What follows belongs to an exercise in optimizing a design on an open flow for small area, a short achievable clock period and few clock cycles; a production flow would make more cautious choices.
Only the layout flow was run in this run; the RTL was not checked for function there.
Power is estimated from default activity; no workload was simulated.

## flow/run.sh

```bash
#!/bin/bash
# synth_recipe.tcl (not shown) runs the flow's synth.tcl, then flattens the netlist and writes it again
# the make line also repeats each setting of config.mk as NAME=value (left out here)
make -C /OpenROAD-flow-scripts/flow DESIGN_CONFIG=/design/flow/config.mk WORK_HOME=/design/flow/orfs CLKGATE_MAP_FILE= SYNTH_SCRIPT=/design/flow/synth_recipe.tcl finish
```

## flow/config.mk

```make
export PLATFORM = sky130hd
export DESIGN_NAME = mmu_pcb
export DESIGN_NICKNAME = mmu_pcb
export VERILOG_FILES = /design/flow/design.v
export SDC_FILE = /design/flow/constraint.sdc
export NUM_CORES = 4
export LEC_CHECK = 0
export CAP_MARGIN = 20
export CORE_MARGIN = 2
export CORE_UTILIZATION = 30
export PLACE_DENSITY = 0.5
export SLEW_MARGIN = 20
```

## flow/constraint.sdc

```tcl
create_clock -name core_clock -period 12.0 [get_ports {clk}]
set_input_delay 2.4000 -clock core_clock [delete_from_list [all_inputs] [get_ports {clk}]]
set_output_delay 2.4000 -clock core_clock [all_outputs]
set_load 0.01 [all_outputs]
```

## flow/design.v

```verilog
module mmu_pcb (
    input  wire        clk,
    input  wire        rst,
    input  wire        cmd_valid,
    output wire        cmd_ready,
    input  wire [15:0] cmd_cw,
    input  wire [15:0] cmd_a,
    input  wire [15:0] cmd_b,
    input  wire [15:0] cmd_pc,        
    output reg         rsp_valid,
    output reg  [2:0]  rsp_status,
    output reg  [15:0] rsp_value,
    output reg         rsp_pc_we,     
    output reg  [15:0] rsp_pc,
    output reg         rsp_diag_valid,
    output reg  [2:0]  rsp_diag_code,
    output reg  [15:0] rsp_diag_a,
    output reg  [15:0] rsp_diag_b,
    output reg  [15:0] ptbr,
    output reg         running,
    output reg  [1:0]  fault_cause,
    output reg  [15:0] fault_va,
    output reg         fault_kind,
    output reg         mem_en,
    output reg         mem_we,
    output reg  [15:0] mem_addr,
    output reg  [15:0] mem_wdata,
    input  wire [15:0] mem_rdata,
    output reg         img_en,
    output reg         img_sel,       
    output reg  [11:0] img_idx,
    input  wire [15:0] img_rdata
);
    localparam [3:0] OP_ALLOC  = 4'h0, OP_FREE  = 4'h1, OP_MAP   = 4'h2, OP_UNMAP = 4'h3,
                     OP_XLATE  = 4'h4, OP_VREAD = 4'h5, OP_VWRITE= 4'h6, OP_CREATE= 4'h7,
                     OP_LOAD   = 4'h8, OP_YIELD = 4'h9, OP_HALT  = 4'hA, OP_BRK   = 4'hB;
    localparam [15:0] PC_INIT = 16'h3000;
    localparam [3:0]
        S_IDLE = 4'd0,
        S_XL   = 4'd1,    
        S_MAP  = 4'd2,    
        S_UMAP = 4'd3,    
        S_NEXT = 4'd4,    
        S_HCHK = 4'd5,    
        S_HRD  = 4'd6,    
        S_CLR  = 4'd7,    
        S_CMAP = 4'd8,    
        S_COPY = 4'd9,    
        S_RB   = 4'd10;   
    localparam [1:0] V_VAL = 2'd0, V_RDATA = 2'd1, V_PA = 2'd2, V_NONE = 2'd3;
    reg [3:0]  state;
    reg        rsp_v;
    reg [2:0]  r_status;
    reg [1:0]  r_vsel;
    reg [5:0]  r_val;
    reg        r_pcwe;
    reg        r_dv;
    reg [2:0]  r_dcode;
    reg [15:0] opa, opb;      
    reg        brk;           
    reg        kind;
    reg        is_vread, is_vwrite;
    reg        halting;
    reg [5:0]  cur;
    reg        loaded;
    reg [6:0]  n;
    reg [31:3] bm;            
    reg [63:0] live;
    reg        dirty;         
    reg [4:0]  v;             
    reg [1:0]  pi;            
    reg [11:0] k;             
    reg [4:0]  fa, fb;        
    assign cmd_ready = (state == S_IDLE);
    reg        al_found;
    reg [4:0]  al_frame;
    integer    fi;
    always @* begin
        al_found = 1'b0;
        al_frame = 5'd0;
        for (fi = 31; fi >= 3; fi = fi - 1)
            if (bm[fi]) begin
                al_found = 1'b1;
                al_frame = fi[4:0];
            end
    end
    wire [31:3] bm_m1 = bm - 29'd1;
    wire        al_two = |(bm & bm_m1);    
    reg        nx_found;
    reg [5:0]  nx_pid;
    reg        nx_hi;
    reg [5:0]  nx_hipid;
    integer    pi_;
    always @* begin
        nx_found = 1'b0;
        nx_pid   = 6'd0;
        nx_hi    = 1'b0;
        nx_hipid = 6'd0;
        for (pi_ = 63; pi_ >= 0; pi_ = pi_ - 1) begin
            if (live[pi_]) begin
                nx_found = 1'b1;
                nx_pid   = pi_[5:0];
                if (pi_[5:0] > cur) begin
                    nx_hi    = 1'b1;
                    nx_hipid = pi_[5:0];
                end
            end
        end
        if (nx_hi) nx_pid = nx_hipid;
    end
    wire [3:0] c_op      = cmd_cw[3:0];
    wire       c_legal   = (cmd_cw[15:4] == 12'd0) && (c_op <= OP_BRK);
    wire       c_needcur = (c_op == OP_XLATE) || (c_op == OP_VREAD) || (c_op == OP_VWRITE) ||
                           (c_op == OP_YIELD) || (c_op == OP_HALT) || (c_op == OP_BRK);
    wire       c_ptbase  = (cmd_a[15:11] == 5'b00010) && (cmd_a[4:0] == 5'd0);
    wire       c_bad     = ((c_op == OP_FREE) && (cmd_a[15:5] != 11'd0)) ||
                           ((c_op == OP_LOAD) && (cmd_a[15:6] != 10'd0)) ||
                           (((c_op == OP_MAP) || (c_op == OP_UNMAP)) && !c_ptbase);
    wire       halted    = (fault_cause != 2'd0) || !running;
    wire       c_refuse  = halted || !c_legal || c_bad || (c_needcur && !loaded);
    wire       accept    = cmd_valid && (state == S_IDLE);
    wire       go        = accept && !c_refuse;
    wire [15:0] seg_len  = pi[1] ? opb : opa;
    wire [12:0] seg_eff  = (seg_len[15:13] != 3'd0 || (seg_len[12] && seg_len[11:0] != 12'd0))
                           ? 13'h1000 : seg_len[12:0];
    wire [12:0] k_inc    = {1'b0, k} + 13'd1;
    wire        k_last   = (k_inc == seg_eff);
    wire        xl_inval = !mem_rdata[0];
    wire        xl_perm  = kind ? mem_rdata[2] : mem_rdata[1];
    wire        xl_ok    = mem_rdata[0] && xl_perm;
    wire        resv     = (opa[15:11] < 5'd6);
    wire [5:0]  mp_pid   = brk ? cur : opa[10:5];
    wire [4:0]  mp_vpn   = brk ? opa[15:11] : opb[15:11];
    wire [1:0]  mp_perm  = brk ? opa[2:1] : opb[2:1];
    function [15:0] pte_addr(input [5:0] p, input [4:0] vp);
        pte_addr = {4'b0001, 1'b0, p, vp};
    endfunction
    function [15:0] pc_addr(input [5:0] p);
        pc_addr = {4'b0000, 1'b1, p, 5'd0};
    endfunction
    always @* begin
        mem_en    = 1'b0;
        mem_we    = 1'b0;
        mem_addr  = 16'd0;
        mem_wdata = 16'd0;
        img_en    = 1'b0;
        img_sel   = pi[1];
        img_idx   = k_inc[11:0];
        case (state)
            S_IDLE: begin
                mem_en = cmd_valid;
                case (c_op)
                    OP_MAP, OP_UNMAP: mem_addr = pte_addr(cmd_a[10:5], cmd_b[15:11]);
                    OP_LOAD:          mem_addr = pc_addr(cmd_a[5:0]);
                    OP_YIELD: begin
                        mem_addr  = pc_addr(cur);
                        mem_we    = !halted && loaded && (cmd_cw[15:4] == 12'd0);
                        mem_wdata = cmd_pc ^ PC_INIT;
                    end
                    OP_HALT:          mem_addr = pte_addr(cur, 5'd0);
                    default:          mem_addr = pte_addr(cur, cmd_a[15:11]);
                endcase
            end
            S_XL: begin
                mem_en    = is_vread || (is_vwrite && xl_ok && !resv);
                mem_we    = is_vwrite;
                mem_addr  = {mem_rdata[15:11], opa[10:0]};
                mem_wdata = opb;
            end
            S_MAP: begin
                mem_en    = !mem_rdata[0] && al_found;
                mem_we    = 1'b1;
                mem_addr  = pte_addr(mp_pid, mp_vpn);
                mem_wdata = {al_frame, 8'd0, mp_perm, 1'b1};
            end
            S_UMAP: begin
                mem_en    = mem_rdata[0];
                mem_we    = 1'b1;
                mem_addr  = pte_addr(mp_pid, mp_vpn);
            end
            S_NEXT: begin
                mem_en    = nx_found;
                mem_addr  = pc_addr(nx_pid);
            end
            S_HCHK: begin
                mem_en    = 1'b1;
                mem_we    = mem_rdata[0];
                mem_addr  = pte_addr(cur, mem_rdata[0] ? v : v + 5'd1);
            end
            S_HRD: begin
                mem_en    = 1'b1;
                mem_addr  = pte_addr(cur, v + 5'd1);
            end
            S_CLR: begin
                mem_en    = 1'b1;
                mem_we    = 1'b1;
                mem_addr  = pte_addr(n[5:0], v);
            end
            S_CMAP: begin
                mem_en    = (pi[0] || al_two);
                mem_we    = 1'b1;
                mem_addr  = pte_addr(n[5:0], 5'd6 + {3'd0, pi});
                mem_wdata = {al_frame, 8'd0, pi[1], 1'b1, 1'b1};
                img_en    = pi[0] && (seg_eff != 13'd0);
                img_idx   = 12'd0;
            end
            S_COPY: begin
                mem_en    = 1'b1;
                mem_we    = 1'b1;
                mem_addr  = {k[11] ? fb : fa, k[10:0]};
                mem_wdata = img_rdata;
                img_en    = !k_last;
            end
            S_RB: begin
                mem_en    = 1'b1;
                mem_we    = 1'b1;
                mem_addr  = pte_addr(n[5:0], {4'b0011, v[0]});
            end
            default: ;
        endcase
    end
    always @* begin
        rsp_valid      = rsp_v;
        rsp_status     = r_status;
        case (r_vsel)
            V_VAL:   rsp_value = {10'd0, r_val};
            V_RDATA: rsp_value = mem_rdata;
            V_PA:    rsp_value = {mem_rdata[15:11], opa[10:0]};
            default: rsp_value = 16'hFFFF;
        endcase
        rsp_pc_we      = r_pcwe;
        rsp_pc         = mem_rdata ^ PC_INIT;
        rsp_diag_valid = r_dv;
        rsp_diag_code  = r_dcode;
        rsp_diag_a     = r_dcode[2] && (r_dcode != 3'd4) ? opa :
                         (r_dcode == 3'd1) ? 16'h0040 : {11'd0, opa[15:11]};
        rsp_diag_b     = loaded ? {10'd0, cur} : 16'hFFFF;
        ptbr           = loaded ? pte_addr(cur, 5'd0) : 16'd0;
        fault_va       = (fault_cause != 2'd0) ? opa : 16'd0;
    end
    reg        bm_set, bm_clr;
    reg [4:0]  bm_f;
    always @* begin
        bm_set = 1'b0;
        bm_clr = 1'b0;
        bm_f   = al_frame;
        case (state)
            S_IDLE: begin
                if (go && c_op == OP_ALLOC) bm_clr = al_found;
                if (go && c_op == OP_FREE) begin
                    bm_set = 1'b1;
                    bm_f   = cmd_a[4:0];
                end
            end
            S_MAP:  bm_clr = !mem_rdata[0] && al_found;
            S_CMAP: bm_clr = pi[0] || al_two;
            S_UMAP, S_HCHK: begin
                bm_set = mem_rdata[0];
                bm_f   = mem_rdata[15:11];
            end
            S_RB: begin
                bm_set = 1'b1;
                bm_f   = v[0] ? fb : fa;
            end
            default: ;
        endcase
    end
    task respond(input [2:0] s, input [1:0] vsel, input [5:0] val);
        begin
            rsp_v    <= 1'b1;
            r_status <= s;
            r_vsel   <= vsel;
            r_val    <= val;
            state    <= S_IDLE;
        end
    endtask
    task diag(input [2:0] code);
        begin
            r_dv    <= 1'b1;
            r_dcode <= code;
        end
    endtask
    always @(posedge clk) begin
        if (rst) begin
            state       <= S_IDLE;
            rsp_v       <= 1'b0;
            running     <= 1'b1;
            fault_cause <= 2'd0;
            fault_kind  <= 1'b0;
            loaded      <= 1'b0;
            n           <= 7'd0;
            bm          <= {29{1'b1}};
            live        <= 64'd0;
            dirty       <= 1'b0;
        end else begin
            rsp_v <= 1'b0;
            if (bm_set && bm_f >= 5'd3) bm[bm_f] <= 1'b1;
            if (bm_clr) bm[bm_f] <= 1'b0;
            case (state)
                S_IDLE: if (accept) begin
                    if (!halted) opa <= cmd_a;
                    opb       <= cmd_b;
                    r_pcwe    <= 1'b0;
                    r_dv      <= 1'b0;
                    kind      <= (c_op == OP_XLATE) ? cmd_b[0] : (c_op == OP_VWRITE);
                    is_vread  <= (c_op == OP_VREAD);
                    is_vwrite <= (c_op == OP_VWRITE);
                    brk       <= (c_op == OP_BRK);
                    v         <= 5'd0;
                    k         <= 12'd0;
                    pi        <= 2'd0;
                    if (c_refuse) begin
                        respond(3'd7, V_VAL, 6'd0);
                    end else begin
                        case (c_op)
                            OP_ALLOC: begin
                                if (al_found) respond(3'd0, V_VAL, {1'b0, al_frame});
                                else          respond(3'd1, V_VAL, 6'd0);
                            end
                            OP_FREE:  respond(3'd0, V_VAL, 6'd0);
                            OP_MAP:   state <= S_MAP;
                            OP_UNMAP: state <= S_UMAP;
                            OP_BRK:   state <= cmd_a[0] ? S_MAP : S_UMAP;
                            OP_CREATE: begin
                                if (n[6]) begin
                                    respond(3'd5, V_VAL, 6'd0);
                                    diag(3'd1);
                                end else begin
                                    state <= dirty ? S_CLR : S_CMAP;
                                end
                            end
                            OP_LOAD: begin
                                cur    <= cmd_a[5:0];
                                loaded <= 1'b1;
                                r_pcwe <= 1'b1;
                                respond(3'd0, V_VAL, 6'd0);
                            end
                            OP_YIELD: begin
                                halting <= 1'b0;
                                state   <= S_NEXT;
                            end
                            OP_HALT: begin
                                halting   <= 1'b1;
                                live[cur] <= 1'b0;
                                state     <= S_HCHK;
                            end
                            default: state <= S_XL;    
                        endcase
                    end
                end
                S_XL: begin
                    if (resv || !xl_ok) begin
                        fault_cause <= (resv) ? 2'd1 : xl_inval ? 2'd2 : 2'd3;
                        fault_kind  <= kind;
                        diag((resv) ? 3'd5 : xl_inval ? 3'd6 : 3'd7);
                        respond(3'd6, V_VAL, (resv) ? 6'd1 : xl_inval ? 6'd2 : 6'd3);
                    end else if (is_vread) begin
                        respond(3'd0, V_RDATA, 6'd0);
                    end else if (is_vwrite) begin
                        respond(3'd0, V_VAL, 6'd0);
                    end else begin
                        respond(3'd0, V_PA, 6'd0);
                    end
                end
                S_MAP: begin
                    if (mem_rdata[0]) begin
                        if (brk) begin
                            diag(3'd2);
                            respond(3'd0, V_VAL, 6'd0);
                        end else begin
                            respond(3'd2, V_VAL, 6'd0);
                        end
                    end else if (!al_found) begin
                        if (brk) begin
                            diag(3'd3);
                            respond(3'd0, V_VAL, 6'd0);
                        end else begin
                            respond(3'd3, V_VAL, 6'd0);
                        end
                    end else begin
                        if (!brk) dirty <= 1'b1;
                        respond(3'd0, V_VAL, brk ? 6'd0 : {1'b0, al_frame});
                    end
                end
                S_UMAP: begin
                    if (!mem_rdata[0]) begin
                        if (brk) begin
                            diag(3'd4);
                            respond(3'd0, V_VAL, 6'd0);
                        end else begin
                            respond(3'd4, V_VAL, 6'd0);
                        end
                    end else begin
                        respond(3'd0, V_VAL, 6'd0);
                    end
                end
                S_NEXT: begin
                    if (nx_found) begin
                        cur    <= nx_pid;
                        r_pcwe <= 1'b1;
                        respond(3'd0, V_VAL, nx_pid);
                    end else begin
                        if (halting) running <= 1'b0;
                        respond(3'd0, V_NONE, 6'd0);
                    end
                end
                S_HCHK: begin
                    if (mem_rdata[0]) begin
                        state <= S_HRD;
                    end else begin
                        v <= v + 5'd1;
                        if (v == 5'd31) state <= S_NEXT;
                    end
                end
                S_HRD: begin
                    v <= v + 5'd1;
                    state <= (v == 5'd31) ? S_NEXT : S_HCHK;
                end
                S_CLR: begin
                    v <= v + 5'd1;
                    if (v == 5'd31) state <= S_CMAP;
                end
                S_CMAP: begin
                    if (!pi[0] && !al_two) begin
                        if (pi[1]) begin
                            v     <= 5'd0;
                            state <= S_RB;
                        end else begin
                            respond(3'd3, V_VAL, 6'd0);
                        end
                    end else begin
                        if (!pi[0]) fa <= al_frame;
                        else        fb <= al_frame;
                        if (!pi[0]) begin
                            pi <= pi + 2'd1;
                        end else if (seg_eff != 13'd0) begin
                            k     <= 12'd0;
                            state <= S_COPY;
                        end else if (!pi[1]) begin
                            pi <= 2'd2;
                        end else begin
                            n            <= n + 7'd1;
                            live[n[5:0]] <= 1'b1;
                            respond(3'd0, V_VAL, n[5:0]);
                        end
                    end
                end
                S_COPY: begin
                    k <= k_inc[11:0];
                    if (k_last) begin
                        if (!pi[1]) begin
                            pi    <= 2'd2;
                            state <= S_CMAP;
                        end else begin
                            n            <= n + 7'd1;
                            live[n[5:0]] <= 1'b1;
                            respond(3'd0, V_VAL, n[5:0]);
                        end
                    end
                end
                S_RB: begin
                    v <= v + 5'd1;
                    if (v[0]) respond(3'd3, V_VAL, 6'd0);
                end
                default: state <= S_IDLE;
            endcase
        end
    end
endmodule
```

==> run notes <==
Yosys:
- The fraction of registers with async set/reset is 0.
- For this run, the register share of the synthesized area comes to 0.296.
- The fraction of the mapped netlist area in compound gates is 0.292.
- Of the total synthesized cell area, the portion taken by XOR and XNOR cells is 0.0142.
- The synthesized netlist cell count is 2136.
- The portion of netlist area occupied by mux cells is 0.0290.
- The mean post-synth cell area is 7.68 um^2.
- Of the total synthesized cell area, the portion taken by AND, OR, NAND and NOR gates is 0.278.
- Among all flip-flop cells after synthesis, the most frequent one is sky130_fd_sc_hd__dfxtp_1.
- The number of synthesis warnings is 1.
- Of the total synthesized cell area, the portion taken by full adders, half adders and majority gates is 0.0239.
- By area, the combinational part of the netlist is dominated by compound AO/OA/AOI/OAI gates.
- The total standard cell area after synthesis is 16400 um^2.
- The count of flip-flops with a built-in enable after synthesis is 88.
- The synthesized flop and latch total is 199.
- Yosys mapped the design onto 102 distinct sky130hd cell types.

CTS:
- After clock tree synthesis, the clock-pin slew on the worst setup and hold paths is 0.10 ns.
- After clock tree synthesis, the repair step resized 0 gates.
- The clock latency on the worst-skew pair is 0.50 ns.
- After clock tree synthesis, the flow added hold-fix buffers numbering 0.
- The clock tree synthesis step divided the H-tree into 4 levels.
- The root buffer cell is sky130_fd_sc_hd__clkbuf_16.
- Counting the buffers created by CTS gives 17.
- For this design, the sink count on the clock tree is 199.
- TritonCTS built the clock tree.
- The number of post-CTS setup repair buffers is 0.
- The clock passes through at most 2 buffers.

Global route:
- Entering global routing, the biggest net connects 76 pins.
- The first-pass GRT wire length is 114000 um.
- For this run the aggregate overflow at the end of global routing stands at 0.
- The number of antenna violations at the first check in global routing is 3.
- The total global routing track utilization is 0.268.
- The number of global-route vias before repair is 17100.

Detailed routing:
- The routed wire length on met3 is 7590 um.
- The detailed router put a total of 33800 um of wire on met1.
- The first routing iteration left 2554 violations.
- Dividing the detail-routed via count by the number of cells gives 6.28.
- After detailed routing, the total wire length is 78200 um.
- After detailed routing, the average wire length per cell comes to 26.2 um.
- Detailed routing placed a total of 34400 um of wire on met2.
- The first detailed-routing pass ran for 7 iterations.
- The via count is 18700.
- The count of nets left with antenna violations after detail routing is 0.
- The final routed DRC violation total is 0.
- The uppermost layer routed is met5.

Timing:
- The highest clock frequency the design can meet is 105 MHz.
- The worst max-slew margin expressed relative to the limit is 0.250.
- The setup TNS is 0 ns.
- Setup repair after global routing left no endpoint under its margin.
- The total count of max-transition violations in the final report is 0.
- The setup-violating endpoint count in the final report is 0.
- The time the worst path needs with I/O delays and setup is 9.50 ns.
- The final hold violation count is 0.
- The clock skew after layout is 0.0273 ns.
- Once routing completed, OpenROAD measured the worst setup slack at 2.50 ns.
- In the finished design, the share of the clock period the worst path needs comes to 0.792.
- At the pin with the least slew margin, the transition time is 1.12 ns.

Placed design:
- The final weighted congestion of routability-driven global placement is 0.962.
- The total cell area at the placement stage is 19200 um^2.
- The number of I/O port buffers is 247.
- The post-detailed-placement half-perimeter wirelength is 60100 um.
- OpenSTA, run right after detailed placement, puts the worst setup slack at 2.16 ns.

Run:
- The max-capacitance violation count is 0.

Worst setup path:
- The setup path with the least slack is of type input port to register.
- In this run the critical register-to-register path is launched from running.
- The element type at the critical path start is an input port.
- For this run, the slowest stage of the critical path takes 0.85 ns.
- STA classifies the critical path endpoint as a register.
- The capture instance of the worst register-to-register path is bm[21].
- For the worst flop-to-flop path, the logic depth is 21.
- STA puts the critical path data required time at 12.42 ns.
- The most critical setup path has its startpoint at cmd_cw[10].
- The endpoint of the worst setup timing path is bm[21].
- In this run the worst path has a maximum fanout of 21.
- Traced cell by cell, the critical path runs through clkdlybuf4s50_1 -> nor4_1 -> nand4_1 -> or3_1 -> nor3_1 -> or4b_1 -> nand2_2 -> inv_1 -> ha_1 -> nand2b_1 -> xor2_1 -> o311a_1 -> inv_2 -> ha_1 -> nand4_1 -> or4_1 -> o21ai_0 -> nand2b_1 -> or3_1 -> nor3_1 -> o211ai_1 -> a22oi_1.
- The master of the slowest instance on the critical path is sky130_fd_sc_hd__o311a_1.
- The data arrival at the endpoint of the critical path is 9.92 ns.
- The reg-to-reg setup timing slack is 4.03 ns.

Floorplanning:
- 257 I/O pins were placed.
- The floorplan has 85 rows.
- The initial utilization of the core area, before any placement, comes to 0.304.
- The die is 238 um wide.
- The floorplan die height is 238 um.
- The region available for standard cell placement spans 53900 um^2.
- The overall die area is 56600 um^2.

Layout:
- The final cell area excluding filler cells is 19900 um^2.
- The final net count is 2394.
- Fill cells in the final layout number 5571.
- The post-synthesis to final-layout area growth is 21.2%.
- The footprint of the flip-flops and latches is 4860 um^2.
- The area of the multi-input gates is 10500 um^2.
- Of the cells placed in the final design, the portion with a size suffix greater than 1 is 0.0644.

Run status:
- The run finished with no timing, DRC or antenna violations.

Power and ir drop:
- The worst voltage drop across the vdd grid is 0.000251 V.
- The design draws 3350 uW.
- In this run the static leakage power is 0.00674 uW.
- For this design the ratio of total power to cell area is 169 nW/um^2.

Worst hold path:
- The worst hold path belongs to the class register to register.
-- cell usage after synthesis (15+ instances only) --
library cell / n / area, um^2
sky130_fd_sc_hd__nor4_1: 42 / 263
sky130_fd_sc_hd__or4_1: 24 / 180
sky130_fd_sc_hd__nor3_1: 77 / 385
sky130_fd_sc_hd__o31ai_1: 20 / 150
sky130_fd_sc_hd__clkbuf_1: 116 / 435
sky130_fd_sc_hd__a31oi_1: 31 / 194
sky130_fd_sc_hd__ha_1: 25 / 313
sky130_fd_sc_hd__a22oi_1: 45 / 338
sky130_fd_sc_hd__or2_2: 21 / 131
sky130_fd_sc_hd__a222oi_1: 26 / 260
sky130_fd_sc_hd__inv_1: 73 / 274
sky130_fd_sc_hd__dfxtp_1: 111 / 2220
sky130_fd_sc_hd__o211ai_1: 34 / 255
sky130_fd_sc_hd__o2111ai_1: 18 / 158
sky130_fd_sc_hd__nor2_1: 227 / 852
sky130_fd_sc_hd__nand4_1: 42 / 263
sky130_fd_sc_hd__o311ai_0: 36 / 315
sky130_fd_sc_hd__buf_4: 35 / 263
sky130_fd_sc_hd__edfxtp_1: 88 / 2640
sky130_fd_sc_hd__xnor2_1: 16 / 140
sky130_fd_sc_hd__nor2b_1: 29 / 181
sky130_fd_sc_hd__nand2_1: 212 / 796
sky130_fd_sc_hd__a211oi_1: 15 / 113
sky130_fd_sc_hd__or3_1: 32 / 200
sky130_fd_sc_hd__and2_1: 24 / 150
sky130_fd_sc_hd__a21oi_1: 104 / 521
sky130_fd_sc_hd__mux2i_1: 33 / 330
sky130_fd_sc_hd__nand2b_1: 32 / 200
sky130_fd_sc_hd__o21ai_0: 158 / 791
sky130_fd_sc_hd__o22ai_1: 28 / 175
sky130_fd_sc_hd__nand3_1: 61 / 305
-- layout make-up --
type | instances | share of cell area
Antenna cell | 2 | 0.000252
Clock buffer | 17 | 0.0214
Clock inverter | 15 | 0.00987
Inverter | 78 | 0.0147
Multi-Input combinational cell | 1694 | 0.529
Sequential cell | 199 | 0.245
Tap cell | 696 | 0.0438
Timing Repair Buffer | 280 | 0.136
-- layout by cell type, fill, tap and decap left out, drive strengths merged, types with 29 or more instances in the layout --
cell type,netlist,layout
clkdlybuf4s50,0,246
nor3,80,80
or3,32,32
nor2,228,228
nand3,61,61
nor2b,29,29
nand2,213,213
inv,76,84
edfxtp,88,88
o211ai,34,34
nand4,42,42
a22oi,46,46
nand2b,33,33
a21oi,107,107
o311ai,36,36
nor4,46,46
mux2i,33,33
dfxtp,111,111
buf,57,34
a31oi,31,31
o21ai,160,160
-- metal layers --
metal  up-vias  track usage
met2      1037        0.408
met5         -            0
met1      9130        0.375
met4         4       0.0867
met3       116       0.0597
li1       8438            -
-- where the power goes --
group	total [uW]	internal, uW	leakage [uW]	switching, uW
Sequential	932	802	0.00171	130
Clock	623	288	0.000302	335
Combinational	1800	675	0.00473	1120
Total	3350	1760	0.00674	1590
-- kinds of logic after synthesis --
group           after synthesis
mux                          46
fa+ha+maj                    33
buf+inv                     251
flops                       199
compound gates              686
xor+xnor                     25
other cells                   1
simple gates                895
-- registers in the layout (all words and copies together), names as in the netlist, 3 cells and up --
| name | flops |
|---|---|
| bm | 29 |
| cur | 6 |
| fa | 5 |
| fb | 5 |
| k | 12 |
| live | 64 |
| n | 7 |
| opa | 16 |
| opb | 16 |
| r_dcode | 3 |
| r_status | 3 |
| r_val | 6 |
| state | 4 |
| v | 5 |
-- per-stage QoR --
| stage | instances | utilization | hold slack (ns) |
|---|---|---|---|
| after detailed placement | 2947 | 0.357 | 0.498 |
| final | 2981 | 0.369 | 0.517 |
| after floorplan | 2144 | - | 0.460 |
| after CTS | 2979 | 0.368 | 0.523 |
| after global routing | 2980 | 0.369 | 0.559 |
| after global placement | 2947 | 0.357 | 0.491 |
-- worst max-delay path: cells and delay by family --
kind                     cells  cell delay (ns)
AND/OR/NAND/NOR             12             3.60
AO/OA/AOI/OAI                4             1.38
buffers and inverters        3             1.25
adder cells (fa/ha/maj)      2             0.68
XOR/XNOR                     1             0.57
-- worst min path at each step --
| stage | slack [ns] | to | start | cells past startpoint |
|---|---|---|---|---|
| final | 0.52 | fault_kind | fault_kind | 2 |
| after global routing | 0.56 | fault_kind | fault_kind | 2 |
| after CTS | 0.52 | fault_kind | fault_kind | 2 |
| after detailed placement | 0.50 | fault_kind | fault_kind | 2 |
| after global placement | 0.49 | fault_kind | fault_kind | 2 |
| after floorplan | 0.46 | dirty | dirty | 2 |

## port drivers added, routing unchanged
How much do the figures lean on ideal ports? The routed layout below was timed once more, with nothing changed but the port constraints. Step 1: set_driving_cell puts a clkbuf_16 on clk and a buf_2 on each other input, an assumption about the parent block. Step 2 also shifts input and output timing later by t, the mid clock arrival at the registers, as if the neighbouring blocks saw the same clock. Slacks: ideal ports / drivers / drivers and shift; pairs: ideal ports / drivers.
shift t [ns]: 0.545
setup slack, ns: 2.497 / 2.508 / 1.963
pins driven straight from the clock port: 1
After both steps this run still meets setup and hold. The setup slack of this run moves by +0.011 ns with the drivers and by -0.534 ns with both steps.
